Background: an optimization exercise with open tools, aiming at small area, a short achievable clock period and few clock cycles per item. Do not read the settings as production practice. Where RTL was checked, it was by simulation tests only, not by an equivalence proof against the original. Power figures rest on the tool's default switching activity, not on a simulated workload.

Design llf, start of the top module:
module llf (
    input  wire        clk,
    input  wire        rst,
    input  wire        rx_req_valid,
    input  wire [15:0] rx_req_cap,
    output wire        rx_req_ready,
    output wire        rx_resp_valid,
    output wire [1:0]  rx_resp_status,
    output wire [15:0] rx_resp_len,
    input  wire        src_valid,
    input  wire        src_err,
    input  wire [7:0]  src_data,
    output wire        src_ready,
    output wire        rxbuf_we,
    output wire [15:0] rxbuf_addr,
    output wire [7:0]  rxbuf_data,
    input  wire        tx_req_valid,
    input  wire        tx_req_pay,
    input  wire [15:0] tx_req_len,
    output wire        tx_req_ready,
    output wire        tx_resp_valid,
    output wire [2:0]  tx_resp_status,
    output wire        txpay_rd,
    output wire [15:0] txpay_addr,
    input  wire [7:0]  txpay_data,
    output wire        sink_valid,
    output wire [7:0]  sink_data,
    output wire        sink_last,
    input  wire        sink_ready,
    input  wire        sink_resp_valid,
    input  wire        sink_resp_err,
    input  wire [16:0] sink_resp_count
);
    llf_rx u_rx (
        .clk            (clk),
        .rst            (rst),
        .rx_req_valid   (rx_req_valid),
        .rx_req_cap     (rx_req_cap),
        .rx_req_ready   (rx_req_ready),
        .src_valid      (src_valid),
        .src_err        (src_err),
        .src_data       (src_data),
        .src_ready      (src_ready),
        .rxbuf_we       (rxbuf_we),
        .rxbuf_addr     (rxbuf_addr),
        .rxbuf_data     (rxbuf_data),
        .rx_resp_valid  (rx_resp_valid),
        .rx_resp_status (rx_resp_status),
        .rx_resp_len    (rx_resp_len)
    );
    llf_tx u_tx (
  ...
clock: 4.0 ns
lec_check: 0
abc_area: 1
abc_clock_period_in_ps: 1500
cap_margin: 20
core_margin: 2
core_utilization: 55
cts_buf_list: sky130_fd_sc_hd__clkbuf_8
cts_cluster_size: 32
setup_slack_margin: 2.2
slew_margin: 20
tns_end_percent: 0
standard.sh (not shown) runs the stock make flow with config.mk's settings and CLKGATE_MAP_FILE= SYNTH_SCRIPT=/design/flow/synth_recipe.tcl, a recipe that flattens the netlist after the stock synthesis.
==> flow/flow/run.sh <==
#!/bin/bash
# The standard layout, with the port buffers made of sky130_fd_sc_hd__buf_1
# cells instead of the default choice. Every port still gets its buffer.
bash standard.sh "BUFFER_PORTS_ARGS=-buffer_cell sky130_fd_sc_hd__buf_1" finish > standard.log 2>&1
Testbench counts at the start, summed over its fixed seeds: cycles 124,644, bytes 105,422.
Change:
Settings changed: CORE_UTILIZATION 55 to 40, SETUP_SLACK_MARGIN 2.2 to 2.4.
=>
- The new run ran to the end with no violations
- die area increases by well over a third
- global-route usage decreases by 5.0 points
- clock skew increases by 4.9 ps
- final area increases slightly
- non-clock buffer count increases by 5
- routed wire length increases by a little under a tenth
- clock-buffer cell count decreases by 2
- core utilization decreases by 17 points
Change:
Settings changed: CORE_UTILIZATION 40 to 50, SETUP_SLACK_MARGIN 2.4 to 2.2.
After rerunning: The changed run produced a clean layout. Total power goes up by 0.32%. Wire length falls by 2.1%. Count of clock-buffer cells in the layout is unchanged. Synthesized area is unchanged. Die area is lower by 19%. Worst setup slack barely changes. Combinational power barely changes. Clock power stays flat.


## run A
Another version of the RTL of llf (not shown whole).
Size in the first run: about 1100 cells after synthesis.
Settings: LEC_CHECK=0, ABC_AREA=1, ABC_CLOCK_PERIOD_IN_PS=1500, CAP_MARGIN=20, CORE_MARGIN=2, CORE_UTILIZATION=50, CTS_BUF_LIST=sky130_fd_sc_hd__clkbuf_8, CTS_CLUSTER_SIZE=32, SETUP_SLACK_MARGIN=2.2, SLEW_MARGIN=20, TNS_END_PERCENT=0; clock period 4.0 ns.
Scripts as last shown in full above: flow/flow/run.sh
The flow did not stop early for run A: all stages ran, and the layout cleared the timing, DRC and antenna checks.
## Diff of input files: run B against run A
- a change of CORE_UTILIZATION from 50 to 40
- a change of TNS_END_PERCENT from 0 to 5
Findings:
Run B finished all stages; the layout is clean. Fmax | run B vs run A | run B slower. Relative to run A, the total power measured on run B has increased by a few percent. Run B vs. run A: fraction of the core area covered by cells at the end of the flow went down by 10 points. Run B gives more clock tree cell share of total cell area than run A did. Delta (run B minus run A): number of search-and-repair iterations in the first detailed-routing pass now smaller, average wire per cell in the routed design went down 4.4%.
Input-level comparison between run C and run B:
- ABC_AREA removed (was 1)
- TNS_END_PERCENT changed from 5 to 0
==> comparison <==
- Run B tops out at a higher clock frequency than run C.
- Max mean number of vias per cell across run B and run C: run C
- Run C against run B: sequential power now sits lower; peak ir drop on the vdd network has increased; length of routed met3 wiring now smaller; initial standard-cell utilization of the core neither gained nor lost much.
--- input diff run C..run D ---
- ABC_AREA now 1, previously not set
==> comparison <==
Compared with run C, number of tapcells in run D increased slightly. On run D: met2 wire length is about 4.5% lower than what run C gave. Comparing run C with run D, the area occupied by registers came out essentially unchanged.
No functional check of the RTL was part of any run of this note.


RTL: one of the versions met above, not the one the previous note started from.
Size: ~160 flip-flops.
Settings: LEC_CHECK=0, ABC_AREA=1, ABC_CLOCK_PERIOD_IN_PS=1500, CAP_MARGIN=20, CORE_MARGIN=2, CORE_UTILIZATION=40, CTS_BUF_LIST=sky130_fd_sc_hd__clkbuf_8, CTS_CLUSTER_SIZE=32, GPL_ROUTABILITY_DRIVEN=0, SETUP_SLACK_MARGIN=2.2, SLEW_MARGIN=20, TNS_END_PERCENT=0; clock period 4.0 ns.
Scripts as last shown in full above: flow/flow/run.sh
The baseline finished clean.
Testbench counts at the start, summed over its fixed seeds: cycles 124,644, bytes 105,422.
Rerun with:
--- a/flow/config.mk
+++ b/flow/config.mk
@@ -8 +7,0 @@
-export ABC_AREA = 1
@@ -15 +13,0 @@
-export GPL_ROUTABILITY_DRIVEN = 0
Die area decreases by 6.1%. Sequential share of layout area goes up by 2.6 points. Hold slack gets better by 19 ps. Synthesized area is lower by 6.3%. Global-route usage fell by 1.3 points. Count of clock-buffer cells in the layout is unchanged.
Rerun with:
--- a/flow/config.mk
+++ b/flow/config.mk
@@ -7,0 +8 @@
+export ABC_AREA = 1
@@ -14 +15 @@
-export SETUP_SLACK_MARGIN = 2.2
+export SETUP_SLACK_MARGIN = 2.1
The new run finished with timing, DRC and antenna clean.
Clock power went up by about 10%.
Worst setup slack gets better by 240 ps.
Count of clock-buffer cells in the layout stays the same.
Routed wire length went up by 12%.
Global-route usage went up by 1.1 points.
Rerun with:
--- a/flow/config.mk
+++ b/flow/config.mk
@@ -15 +15,2 @@
-export SETUP_SLACK_MARGIN = 2.1
+export PLACE_DENSITY = 0.7
+export SETUP_SLACK_MARGIN = 2.2
The new run finished with timing, DRC and antenna clean.
Final cell count is higher by 0.46%.
Global-route usage came out lower by 0.87 points.
Sequential share of layout area went down by 0.15 points.
Area after synthesis does not change.
Die area does not change.
Via count is higher by 2.1%.
Wire length falls by 3.2%.
Setup slack gains 48 ps.
Rerun with:
--- a/flow/config.mk
+++ b/flow/config.mk
@@ -15 +14,0 @@
-export PLACE_DENSITY = 0.7
Total power is higher by 0.47%.
Wire length grows by 3.6%.
Global-route usage went up by 1.1 points.
Worst setup slack gets worse by 3.7 ps.
Count of clock-buffer cells in the layout fell by 1.
Worst hold slack barely changes.
Cell area drops by 0.94%.
Utilization drops by 0.44 points.
Combinational power fell by about 2%.
Rerun with:
--- a/flow/config.mk
+++ b/flow/config.mk
@@ -17 +17 @@
-export TNS_END_PERCENT = 0
+export TNS_END_PERCENT = 5
What happened: Via count stays flat; die area does not change; utilization climbs by 0.29 points; sequential cell count does not change; sequential power stays flat; total power climbs slightly; final cell count hardly moves; routed wire length climbs slightly; synthesized area stays the same.

## afterwards: timing with drivers on the ports
How much do the figures lean on ideal ports? The routed layouts below were timed once more, with nothing changed but the port constraints.
Step 1 sets driving cells, clkbuf_16 on the clock port and buf_2 on the other inputs (assumed; they add their load-dependent delay and slew).
Step 2 times the ports against the registers' clock, not the clock port: input delays grow and output delays shrink by t, the midpoint of the rising clock arrivals with the driver on.
a / b / c = ideal / step 1 / step 2; a / b = the first two.
run	t, ns	setup WS [ns]	clock arrival spread, ns	worst register clock-pin slew, ns
the first run of note 1	0.480	2.081 / 2.065 / 1.619	0.009 / 0.009	0.08 / 0.08
the second run of note 1	0.498	2.125 / 2.085 / 1.663	0.015 / 0.015	0.10 / 0.10
the third run of note 1	0.504	2.127 / 2.085 / 1.694	0.011 / 0.010	0.09 / 0.09
run A	0.504	2.144 / 2.105 / 1.760	0.018 / 0.018	0.10 / 0.10
run B	0.501	2.138 / 2.096 / 1.772	0.018 / 0.018	0.10 / 0.10
run C	0.496	2.109 / 2.082 / 1.631	0.020 / 0.020	0.10 / 0.10
run D	0.499	2.140 / 2.097 / 1.766	0.018 / 0.018	0.10 / 0.10
the first run of note 3	0.498	2.125 / 2.085 / 1.663	0.015 / 0.015	0.10 / 0.10
the second run of note 3	0.488	1.838 / 1.858 / 1.370	0.014 / 0.014	0.09 / 0.09
the third run of note 3	0.502	2.080 / 2.048 / 1.599	0.018 / 0.017	0.10 / 0.10
the fourth run of note 3	0.488	2.128 / 2.095 / 1.657	0.015 / 0.015	0.10 / 0.10
the fifth run of note 3	0.498	2.125 / 2.085 / 1.663	0.015 / 0.015	0.10 / 0.10
the sixth run of note 3	0.503	2.121 / 2.082 / 1.661	0.018 / 0.018	0.10 / 0.10
After both steps every run listed still meets setup and hold. The setup slack of the third run of note 3, which loses most, moves by -0.032 ns with the drivers and by -0.481 ns with both steps.
